Context: an optimization exercise on an open-source flow, tuned for small area, a short achievable clock period and few clock cycles per item. The choices shown serve that exercise and are no tape-out recipe. Only simulation tests tie the RTL to the original design; equivalence was not proved. Power figures rest on the tool's default switching activity, not on a simulated workload.

==> flow/design.v (outline; a module is shown in full before it is edited, if it fits) <==
// module fnv1a_wide: 3029 lines
// module fnv_fa: 4 lines
// module fnv_ha: 4 lines
module fnv1a_wide #(
    parameter integer N = 1024               
) (
    input  wire        clk,
    input  wire        rst,                  
    input  wire        cmd_valid,
    output wire        cmd_ready,
    input  wire [15:0] cmd_word,
    output reg         rsp_valid,
    input  wire        rsp_ready,
    output reg  [1:0]  rsp_status,
    output reg  [31:0] rsp_data
);
  // ...
==> flow/run.sh <==
#!/bin/bash
# synth_recipe.tcl (not shown) runs the flow's synth.tcl, then flattens the netlist and writes it again
# the make line also repeats each setting of config.mk as NAME=value (left out here)
make -C /OpenROAD-flow-scripts/flow DESIGN_CONFIG=/design/flow/config.mk WORK_HOME=/design/flow/orfs CLKGATE_MAP_FILE= SYNTH_SCRIPT=/design/flow/synth_recipe.tcl finish
==> flow/config.mk <==
export PLATFORM = sky130hd
export DESIGN_NAME = fnv1a_wide
export DESIGN_NICKNAME = fnv1a_wide
export VERILOG_FILES = /design/flow/design.v
export SDC_FILE = /design/flow/constraint.sdc
export NUM_CORES = 4
export LEC_CHECK = 0
export CAP_MARGIN = 20
export CORE_MARGIN = 2
export CORE_UTILIZATION = 60
export CTS_BUF_LIST = sky130_fd_sc_hd__clkbuf_8
export CTS_CLUSTER_DIAMETER = 60
export CTS_CLUSTER_SIZE = 10
export PLACE_DENSITY = 0.72
export SLEW_MARGIN = 20
export SYNTH_HIERARCHICAL = 1
==> flow/constraint.sdc <==
create_clock -name core_clock -period 180.0 [get_ports {clk}]
set_input_delay 36.0000 -clock core_clock [delete_from_list [all_inputs] [get_ports {clk}]]
set_output_delay 36.0000 -clock core_clock [all_outputs]
set_load 0.01 [all_outputs]
==> metrics.cfg, run 1 <==
[clocking]
clkSinkCount = 1117
cts_inserted_buffers = 147
cts_htree_levels = 4
ctsResizeCount = 0
clk_latency_ns = 1.06

[routing]
drt-total-wl_um = 484000
met3WireLength_um = 81100
vias_per_cell = 7.35
drc_errors = 0
wire_per_inst_um = 49.8

[timing]
whs_ns = 0.344

[finish]
mostFrequentLayoutCells = fa_1, dfxtp_1, nor2b_1
largestClassByArea = multi-input gates
clkbuf_count = 154
multi_input_area_share_pct = 70.1
multi_input_area_um2 = 71900
area_delta_synth_final_pct = 6.30

[synth]
yosysWarnings = 7
synth_cells = 7342
ys_top_cells_by_count = fa_1, dfxtp_1, nor2b_1
synth_simple_gate_area_share_pct = 11.7
syn_area_um2 = 96600
ys.flop_type = dfxtp_1

[setup_path]
cp-endpoint = rsp_data[0]$_DFFE_PP_
end_kind = register
rrSetupSlack_ns = 145.45
crit_top_cell = nand4_1
crit_chain = clkdlybuf4s50_1 -> nand4bb_2 -> buf_4 -> nand4_1 -> nand3_4 -> a22oi_1 -> nand4_1 -> a2111oi_0 -> and4_1 -> o22ai_1 -> a221o_1
setup.worst_path.start = cmd_word[14]
path_max_fanout = 44
crit_arrival_ns = 41.25

[pwr]
total_power_mw = 0.770
pwr-share-comb_pct = 29.4

[min_path]
holdPathStages = 0
hp-class = register to register
hold_path_startpoint = acc_hi[366]$_DFF_P_

[status]
status = complete, no violations

[placement]
placed_cells_incl_taps = 9359
dp_hpwl_um = 405000

[grt]
grt_use_met3_pct = 36.9
gr-total-overflow = 0

[job]
drv_cap = 0

[die]
core_um2 = 160000

Testbench counts, summed over its fixed seeds: cycles 70,312, commands 35,156.
==> run 2, diff against run 1 <==
--- a/flow/design.v
+++ b/flow/design.v
@@ -24,54 +24,57 @@
     reg          abs_wait;                   
     reg          step2;                      
     reg          init2;                      
     reg  [7:0]   b;                          
     reg          f_abs, f_init;              
     reg  [4:0]   idx_q;                      
     reg  [1:0]   bsel_q;                     
     reg          byte_q;                     
-    reg  [15:0]  ohq;                        
+    reg          rd_shift;                   
     assign cmd_ready = rdy;
     wire [3:0] op  = cmd_word[15:12];
     wire [3:0] rsv = cmd_word[11:8];
     wire [7:0] arg = cmd_word[7:0];
     wire illegal = (op > 4'h5) || (rsv != 4'd0) || ((op == 4'h0 || op == 4'h1) && arg != 8'd0);
     wire range_err = !illegal && ((op == 4'h3 && arg[7]) ||
                                   (op == 4'h4 && arg[7:5] != 3'd0) ||
                                   (op == 4'h5 && arg >= 8'd5));
     wire ok = !illegal && !range_err;
-    wire rd_in = ok && (op == 4'h3 || op == 4'h4);
     wire accept = cmd_valid && rdy && !rst;
     wire step1 = (go && f_abs && ph) || abs_wait;
     wire en = step1 || step2;
     wire init_now = rst_q || (go && f_init) || init2;
-    wire rd_ok;                              
-    wire rv_d = !rst && ((accept && !(rd_in && !rd_ok)) || (rd_wait && rd_ok) ||
+    wire rdl_in = ok && op == 4'h4;
+    wire rdb_in = ok && op == 4'h3;
+    wire ok_in, ok_q;                        
+    wire rv_d = !rst && ((accept && !rdb_in && !(rdl_in && !ok_in)) ||
+                         (rd_wait && ok_q && !byte_q) || rd_shift ||
                          (rsp_valid && !rsp_ready));
-    wire rw_d = !rst && ((accept && rd_in && !rd_ok) || (rd_wait && !rd_ok));
+    wire rw_d = !rst && ((accept && (rdb_in || (rdl_in && !ok_in))) || (rd_wait && !ok_q));
+    wire rs_d = !rst && rd_wait && ok_q && byte_q;
     always @(posedge clk) begin
         ph        <= rst ? 1'b1 : !ph;
         rst_q     <= rst;
         go        <= accept;
         abs_wait  <= !rst && go && f_abs && !ph;
         step2     <= !rst && step1;
         init2     <= !rst && ((go && f_init) || rst_q);
         rsp_valid <= rv_d;
         rd_wait   <= rw_d;
-        rdy       <= !rst && !rv_d && !rw_d && !(go && f_abs && !ph);
+        rd_shift  <= rs_d;
+        rdy       <= !rst && !rv_d && !rw_d && !rs_d && !(go && f_abs && !ph);
         if (rdy) begin
             b      <= arg;
             f_abs  <= ok && op == 4'h2;
             f_init <= ok && op == 4'h1;
             idx_q  <= (op == 4'h3) ? arg[6:2] : arg[4:0];
             bsel_q <= arg[1:0];
             byte_q <= op == 4'h3;
         end
-        ohq <= !rw_d ? 16'd0 : rdy ? ((op == 4'h3) ? 16'd1 << arg[5:2] : 16'd1 << arg[3:0]) : ohq;
     end
     wire [511:0] x  = {acc_lo[511:8], acc_lo[7:0] ^ (b & {8{step2}})};
     wire [511:0] g  = x & {512{en}};
     wire [7:0]   nb = acc_hi[511:504] & {8{step1}};
     wire [343:0] tt = {acc_hi[343:8], acc_hi[7:0] ^ b} & {344{step1}};
     wire [7:1] pg = pend_lo & {(7){en}};
     wire [5:1] pt = pend_hi[5:1] & {(5){step1}};
     wire [2:0]   cg = c_q & {3{en}};
@@ -2989,49 +2992,70 @@
     integer j;
     always @* begin
         for (j = 0; j < 16; j = j + 1) begin
             fin[j]      = (pend_l & ~({7{1'b1}} << (j / 2))) == {7{1'b0}};
             fin[16 + j] = !(|pend_l) && c_q_d == 3'd0 &&
                           (pend_h & ~({7{1'b1}} << (j / 2))) == {7{1'b0}};
         end
     end
-    wire       isb = op == 4'h3;
-    wire [15:0] ohl = 16'd1 << arg[3:0];    
-    wire [15:0] ohb = 16'd1 << arg[5:2];    
-    wire [15:0] sel_d = ({16{rdy && !isb && arg[4] == ph}} & ohl) |
-                        ({16{rdy &&  isb && arg[6] == ph}} & ohb) |
-                        (ohq & {16{idx_q[4] == ph}});
-    wire [15:0] sel_q = ({16{rdy && !isb && arg[4] != ph}} & ohl) |
-                        ({16{rdy &&  isb && arg[6] != ph}} & ohb) |
-                        (ohq & {16{idx_q[4] != ph}});
-    wire [4:0] idx  = rdy ? (isb ? arg[6:2] : arg[4:0]) : idx_q;
-    wire [1:0] bsel = rdy ? arg[1:0] : bsel_q;
-    wire       isbb = rdy ? isb : byte_q;
-    assign rd_ok = fin[idx];
-    reg [31:0] word;
-    integer k;
-    always @* begin
-        word = 32'd0;
-        for (k = 0; k < 16; k = k + 1)
-            word = word | (acc_hi_d[32*k +: 32] & {32{sel_d[k]}}) |
-                          (acc_hi[32*k +: 32] & {32{sel_q[k]}});
-    end
-    wire [31:0] rd_data = isbb ? {24'd0, word[8*bsel +: 8]} : word;
+    wire [15:0] ohl = 16'd1 << arg[3:0];
+    wire [15:0] ohw = 16'd1 << idx_q[3:0];
+    wire [15:0] sel_d = ({16{rdy && arg[4] == ph}} & ohl) | ({16{rd_wait && idx_q[4] == ph}} & ohw);
+    wire [15:0] sel_q = ({16{rdy && arg[4] != ph}} & ohl) | ({16{rd_wait && idx_q[4] != ph}} & ohw);
+    assign ok_in = fin[arg[4:0]];
+    assign ok_q  = fin[idx_q];
+    wire [15:0] sel_dn = ~sel_d;
+    wire [15:0] sel_qn = ~sel_q;
+    wire [31:0] word_n;                      
+    genvar gb, gk;
+    generate
+        for (gb = 0; gb < 32; gb = gb + 1) begin : rd
+            wire [15:0] e;                   
+            wire [7:0]  f;
+            wire [3:0]  h;
+            wire [1:0]  m;
+            for (gk = 0; gk < 16; gk = gk + 1) begin : p
+                fnv_oai22 c (acc_hi_d[32*gk + gb], sel_dn[gk], acc_hi[32*gk + gb], sel_qn[gk], e[gk]);
+            end
+            for (gk = 0; gk < 8; gk = gk + 1) begin : l1
+                fnv_nor2 c (e[2*gk], e[2*gk + 1], f[gk]);
+            end
+            for (gk = 0; gk < 4; gk = gk + 1) begin : l2
+                fnv_nand2 c (f[2*gk], f[2*gk + 1], h[gk]);
+            end
+            for (gk = 0; gk < 2; gk = gk + 1) begin : l3
+                fnv_nor2 c (h[2*gk], h[2*gk + 1], m[gk]);
+            end
+            fnv_nand2 l4 (m[0], m[1], word_n[gb]);
+        end
+    endgenerate
+    wire [31:0] word = ~word_n;
     wire [2:0] s = arg[2:0];
     wire [31:0] cfg = (s == 3'd0) ? 32'h400 : (s == 3'd1) ? 32'h18D : (s == 3'd2) ? 32'h8 :
                       (s == 3'd3) ? 32'h15 : 32'h20;
     wire [31:0] other = !ok ? {16'd0, cmd_word} : (op == 4'h5) ? cfg : 32'd0;
+    wire        use_word = rdy ? rdl_in : rd_wait;
+    wire [31:0] extra = rdy ? other : rd_shift ? {24'd0, rsp_data[8*bsel_q +: 8]} : 32'd0;
     always @(posedge clk) begin
-        if (rdy || rd_wait)
-            rsp_data <= (!rdy || rd_in) ? rd_data : other;
+        if (rdy || rd_wait || rd_shift)
+            rsp_data <= (word & {32{use_word}}) | extra;
         if (rdy)
             rsp_status <= illegal ? 2'b01 : range_err ? 2'b10 : 2'b00;
     end
 endmodule
 module fnv_fa (input wire a, input wire b, input wire c, output wire s, output wire co);
     assign s  = a ^ b ^ c;
     assign co = (a & b) | (c & (a ^ b));
 endmodule
 module fnv_ha (input wire a, input wire b, output wire s, output wire co);
     assign s  = a ^ b;
     assign co = a & b;
 endmodule
+module fnv_oai22 (input wire a1, input wire a2, input wire b1, input wire b2, output wire y);
+    assign y = !((a1 | a2) & (b1 | b2));
+endmodule
+module fnv_nand2 (input wire a, input wire b, output wire y);
+    assign y = !(a & b);
+endmodule
+module fnv_nor2 (input wire a, input wire b, output wire y);
+    assign y = !(a | b);
+endmodule
==> flow/config.mk (replaced) <==
export PLATFORM = sky130hd
export DESIGN_NAME = fnv1a_wide
export DESIGN_NICKNAME = fnv1a_wide
export VERILOG_FILES = /design/flow/design.v
export SDC_FILE = /design/flow/constraint.sdc
export NUM_CORES = 4
export LEC_CHECK = 0
export CAP_MARGIN = 30
export CORE_MARGIN = 2
export CORE_UTILIZATION = 50
export CTS_BUF_LIST = sky130_fd_sc_hd__clkbuf_8
export CTS_CLUSTER_DIAMETER = 60
export CTS_CLUSTER_SIZE = 10
export PLACE_DENSITY = 0.62
export SLEW_MARGIN = 20
export SYNTH_HIERARCHICAL = 1
==> run 2 against run 1 <==
Routed wire length fell by 33%. Die area rose by 16%. Combinational power fell by 24%. Worst hold slack got worse by 0.0094 ns. Sequential cell count fell by 16. Synthesized area fell by 2.9%. Setup slack improved by 1.3 ns. Core utilization fell by 10 points. Cell count fell by 0.71%. Clock power rose by 3%. Synthesized cell count fell by 4.7%. Critical endpoint is now rsp_data[26]$_DFFE_PP_. Largest power group unchanged.
==> metrics.cfg, run 2 <==
[grt]
grt_max_degree = 147  ; was 123
grt_pass1_wl_um = 474000  ; was 645000 um
grt_use_met3_pct = 10.8  ; was 36.9%
use_met1_pct = 46.8  ; was 68.2%
busiest_layer = met2  ; unchanged
antenna_found_initial = 22  ; was 172
met2_usage_pct = 52.1  ; was 76.9%
grt_usage_pct = 35.1  ; was 60.4%
gr-total-overflow = 0  ; unchanged
grt_pass1_vias = 66101  ; was 73.1k

[finish]
fin_cells = 9655  ; was 9724
finalNetCount = 9986  ; was 10.3k
mostFrequentLayoutCells = fa_1, dfxtp_1, and2_1  ; was fa_1, dfxtp_1, nor2b_1
final_common_cell = fa_1  ; unchanged
regArea_um2 = 22500  ; was 22800 um2
fill_cells = 15780  ; was 11.5k
drive_gt1_share_pct = 4.96  ; was 5.69%
fin_area_um2 = 100000  ; was 103000 um2
area_delta_synth_final_pct = 7.17  ; was 6.30%
final_util_pct = 54.1  ; was 64.1%
multi_input_area_um2 = 70600  ; was 71900 um2
top_regs = acc_hi: 512 flops, acc_lo: 512 flops, rsp_data: 32 flops  ; unchanged

[synth]
async_reset_ff_share_pct = 0  ; unchanged
syn_area_um2 = 93800  ; was 96600 um2
yosysWarnings = 7  ; unchanged
synth_top_cell_by_area = fa_1  ; unchanged
synth.avg_cell_area_um2 = 13.4  ; was 13.2 um2
yosysSeqAreaShare_pct = 24.0  ; was 23.6%
yosysMostFrequentCell = fa_1  ; unchanged
ys.flop_type = dfxtp_1  ; unchanged
yosys-top-cells-area = fa_1, dfxtp_1, ha_1  ; unchanged
synth.distinct_cells = 61  ; was 89
ys_top_cells_by_count = fa_1, dfxtp_1, and2_1  ; was fa_1, dfxtp_1, nor2b_1
synth_cells = 6999  ; was 7342
syn_nets = 9906  ; was 10.2k
ys_ff_latch = 1101  ; was 1117
synth.top_cell.area_share_pct = 52.0  ; was 50.5%
synth_edf_count = 50  ; was 44

[timing]
fmax_mhz = 25.5  ; was 24.7 MHz
setup_viol = 0  ; unchanged
tightest_slew_ns = 1.09  ; was 1.33 ns
final_hold_viol_count = 0  ; unchanged
maxSlewViolCount = 0  ; unchanged
tns_ns = 0  ; unchanged
min_period_ns = 39.22  ; was 40.47 ns
finClkSkew_ns = 0.0672  ; was 0.0583 ns
setup_ws_ns = 140.78  ; was 139.53 ns
maxSlewHeadroom_pct = 27.2  ; was 11.5%
rsz0062_at_grt = false  ; unchanged
timing.final.crit_share_pct = 21.8  ; was 22.5%

[clocking]
cts_tree = done  ; unchanged
clk_pin_slew_ns = 0.07  ; was 0.08 ns
cts_htree_levels = 4  ; unchanged
post_cts_buffers = 0  ; unchanged
cts_inserted_buffers = 153  ; was 147
cts_root_buffer = clkbuf_8  ; unchanged
ctsResizeCount = 0  ; unchanged
postCtsHoldBufs = 0  ; unchanged
clockBufferDepth = 3  ; unchanged
clkSinkCount = 1101  ; was 1117
clk_latency_ns = 0.95  ; was 1.06 ns

[die]
rows = 158  ; was 147
num_io_pins = 56  ; unchanged
initial_core_util_pct = 50.5  ; was 60.3%
dieWidth_um = 437  ; was 405 um
core_um2 = 186000  ; was 160000 um2
dieHeight_um = 437  ; was 405 um
die_area_um2 = 191000  ; was 164000 um2

[setup_path]
crit_top_cell = nor2_1  ; was nand4_1
start_kind = primary input  ; unchanged
crit_chain = clkdlybuf4s50_1 -> xor2_1 -> nor3_1 -> buf_4 -> a32oi_2 -> buf_4 -> o22ai_1 -> nor2_1 -> nand2_1 -> nor2_1 -> nand2_1 -> nor2_1  ; was clkdlybuf4s50_1 -> nand4bb_2 -> buf_4 -> nand4_1 -> nand3_4 -> a22oi_1 -> nand4_1 -> a2111oi_0 -> and4_1 -> o22ai_1 -> a221o_1
crit_type = primary input to register  ; unchanged
path_max_fanout = 32  ; was 44
max_stage_delay_ns = 0.82  ; was 1.18 ns
cp_data_required_time_ns = 180.78  ; about the same
cp-endpoint = rsp_data[26]$_DFFE_PP_  ; was rsp_data[0]$_DFFE_PP_
crit_arrival_ns = 40.00  ; was 41.25 ns
critPathSlowestCell = clkdlybuf4s50_1  ; was a2111oi_0
end_kind = register  ; unchanged
setup.worst_path.start = cmd_word[4]  ; was cmd_word[14]
reg2reg_depth = 81  ; unchanged
rrSetupSlack_ns = 147.14  ; was 145.45 ns
worst_r2r_startpoint = ph$_SDFF_PP1_  ; was f_abs$_DFFE_PP_
r2r_end = rsp_valid$_DFF_P_  ; was rsp_data[7]$_DFFE_PP_

[routing]
vias = 58111  ; was 71.4k
first_pass_iters = 8  ; was 10
wire_per_inst_um = 33.5  ; was 49.8 um
vias_per_cell = 6.02  ; was 7.35
drt_iter0_drc = 5453  ; was 11.7k
drc_errors = 0  ; unchanged
drt-total-wl_um = 323000  ; was 484000 um
ant_nets = 0  ; unchanged

[status]
status = complete, no violations  ; unchanged

[pwr]
intPower_mw = 0.445  ; about the same
power_frac_clock_pct = 30.0  ; was 26.2%
switching_share_pct = 35.8  ; was 42.2%
ir_drop_mv = 0.00640  ; was 0.00801 mV
pwr-share-comb_pct = 24.9  ; was 29.4%
leakage_nw = 50.4  ; was 49.9 nW
p_switching_mw = 0.248  ; was 0.325 mW
sequentialPowerShare_pct = 45.1  ; was 44.4%
cellPowerDensity_nw_per_um2 = 6.90  ; was 7.50 nW/um2

[placement]
gp_congestion = 1.15  ; was 1.26
dp_hpwl_um = 276000  ; was 405000 um
placed_cells_incl_taps = 9403  ; was 9359
dp_worst_setup_slack_ns = 139.96  ; was 139.01 ns
place_area_um2 = 97500  ; was 99600 um2
port_buffers = 55  ; unchanged

[job]
drv_cap = 0  ; unchanged

[min_path]
hp-class = register to register  ; unchanged

-- run 2: cell count changes in the layout (fill, tap and decap cells not counted), sizes merged, moves of 51 or more --
cell,previous run,this run
a2111oi,55,1
a21o,6,115
a22oi,341,30
a31oi,133,3
and2,199,613
buf,125,74
diode,144,12
inv,205,47
nand2,603,436
nand3,56,4
nand4,128,0
nor2,116,372
nor2b,832,524
o22ai,2,514
-- run 2: per-stage QoR --
| stage | power [mW] | hold WS, ns |
|---|---|---|
| 2_1_floorplan | 0.406 | 0.332 |
| 3_3_place_gp | 0.486 | 0.335 |
| 3_5_place_dp | 0.484 | 0.341 |
| 4_1_cts | 0.692 | 0.353 |
| 5_1_grt | 0.725 | 0.357 |
| 6_report | 0.693 | 0.335 |
-- run 2: logic make-up after synthesis --
family / count (synthesis) / share of synthesized area, %
AOI/OAI and AO/OA: 732 / 5.15
xor gates and xnor gates: 20 / 0.187
adders and majority gates: 2887 / 58.0
buffers and inverters: 214 / 0.874
DFF: 1101 / 24.0
muxes: 17 / 0.318
and+or+nand+nor: 2028 / 11.4
-- run 2: routing by layer --
| metal | wire (um) | part of all wire [%] |
|---|---|---|
| met5 | 73 | 0.023 |
| met3 | 32800 | 10 |
| met4 | 20100 | 6.2 |
| met1 | 126000 | 39 |
| met2 | 144000 | 45 |
-- run 2: worst min-delay path by stage --
stage / startpoint / slack [ns] / endpoint / depth (start not counted)
after global routing: acc_hi[375]$_DFF_P_ / 0.36 / acc_lo[375]$_DFF_P_ / 0
after global placement: acc_hi[388]$_DFF_P_ / 0.33 / acc_lo[388]$_DFF_P_ / 0
after detailed placement: acc_hi[393]$_DFF_P_ / 0.34 / acc_lo[393]$_DFF_P_ / 0
after CTS: acc_hi[375]$_DFF_P_ / 0.35 / acc_lo[375]$_DFF_P_ / 0
after floorplan: acc_hi[344]$_DFF_P_ / 0.33 / acc_lo[344]$_DFF_P_ / 0
final: acc_hi[375]$_DFF_P_ / 0.33 / acc_lo[375]$_DFF_P_ / 0
-- run 2: power by group through the flow --
| stage | Clock, mW | Sequential [mW] | Combinational, mW |
|---|---|---|---|
| after global placement | 0 | 0.318 | 0.169 |
| final | 0.208 | 0.313 | 0.173 |
| after global routing | 0.220 | 0.315 | 0.191 |
| after CTS | 0.210 | 0.311 | 0.171 |
| after detailed placement | 0 | 0.316 | 0.168 |
| after floorplan | 0 | 0.295 | 0.112 |
-- run 2: layout make-up --
class	count	area share, %
sequential	1101	22.4
inverter	10	0.0374
antenna	12	0.0299
clock buffer	163	2.23
multi-input combinational	5684	70.3
clock inverter	76	0.758
timing repair buffer	129	1.15
tap	2480	3.09
-- run 2: Yosys stat by module, one instance, submodules excluded --
module | copies in the design | cells | cell area, um2 | flops+latches
fnv_fa | 2437 | 1 | 20.0 | 0
fnv_nand2 | 160 | 1 | 3.75 | 0
fnv_ha | 450 | 1 | 12.5 | 0
fnv_nor2 | 320 | 1 | 3.75 | 0
fnv_oai22 | 512 | 1 | 6.26 | 0
fnv1a_wide | 1 | 3120 | 34400 | 1101
-- run 2: worst max-delay path: cells and delay by family --
family                 cells  cell delay, ns
AND/OR/NAND/NOR            6            1.43
XOR/XNOR                   1            0.44
buffers and inverters      3            1.45
AO/OA/AOI/OAI              2            0.63
Testbench counts of run 2, summed over its fixed seeds: cycles 70,312, commands 35,156.

==> what the ideal ports hide <==
How much do the figures lean on ideal ports? The routed layouts below were timed once more, with nothing changed but the port constraints.
Step 1: set_driving_cell puts a clkbuf_16 on clk and a buf_2 on each other input, an assumption about the parent block.
Step 2 moves the port delays by t, midway between the first and last clock arrival at a register: inputs arrive t later, outputs are due t later. That takes back most of the time a late clock gives input paths.
a / b / c = ideal ports / drivers / drivers and shift; a / b = the first two.
| run | t (ns) | setup slack, ns | latest minus earliest clock arrival (ns) | slew at the worst register clock pin (ns) |
|---|---|---|---|---|
| run 1 | 1.123 | 139.527 / 139.597 / 138.475 | 0.059 / 0.059 | 0.09 / 0.09 |
| run 2 | 1.005 | 140.777 / 140.836 / 139.831 | 0.067 / 0.068 | 0.09 / 0.09 |
After both steps every run listed still meets setup and hold. The setup slack of run 1, which loses most, moves by +0.070 ns with the drivers and by -1.052 ns with both steps.
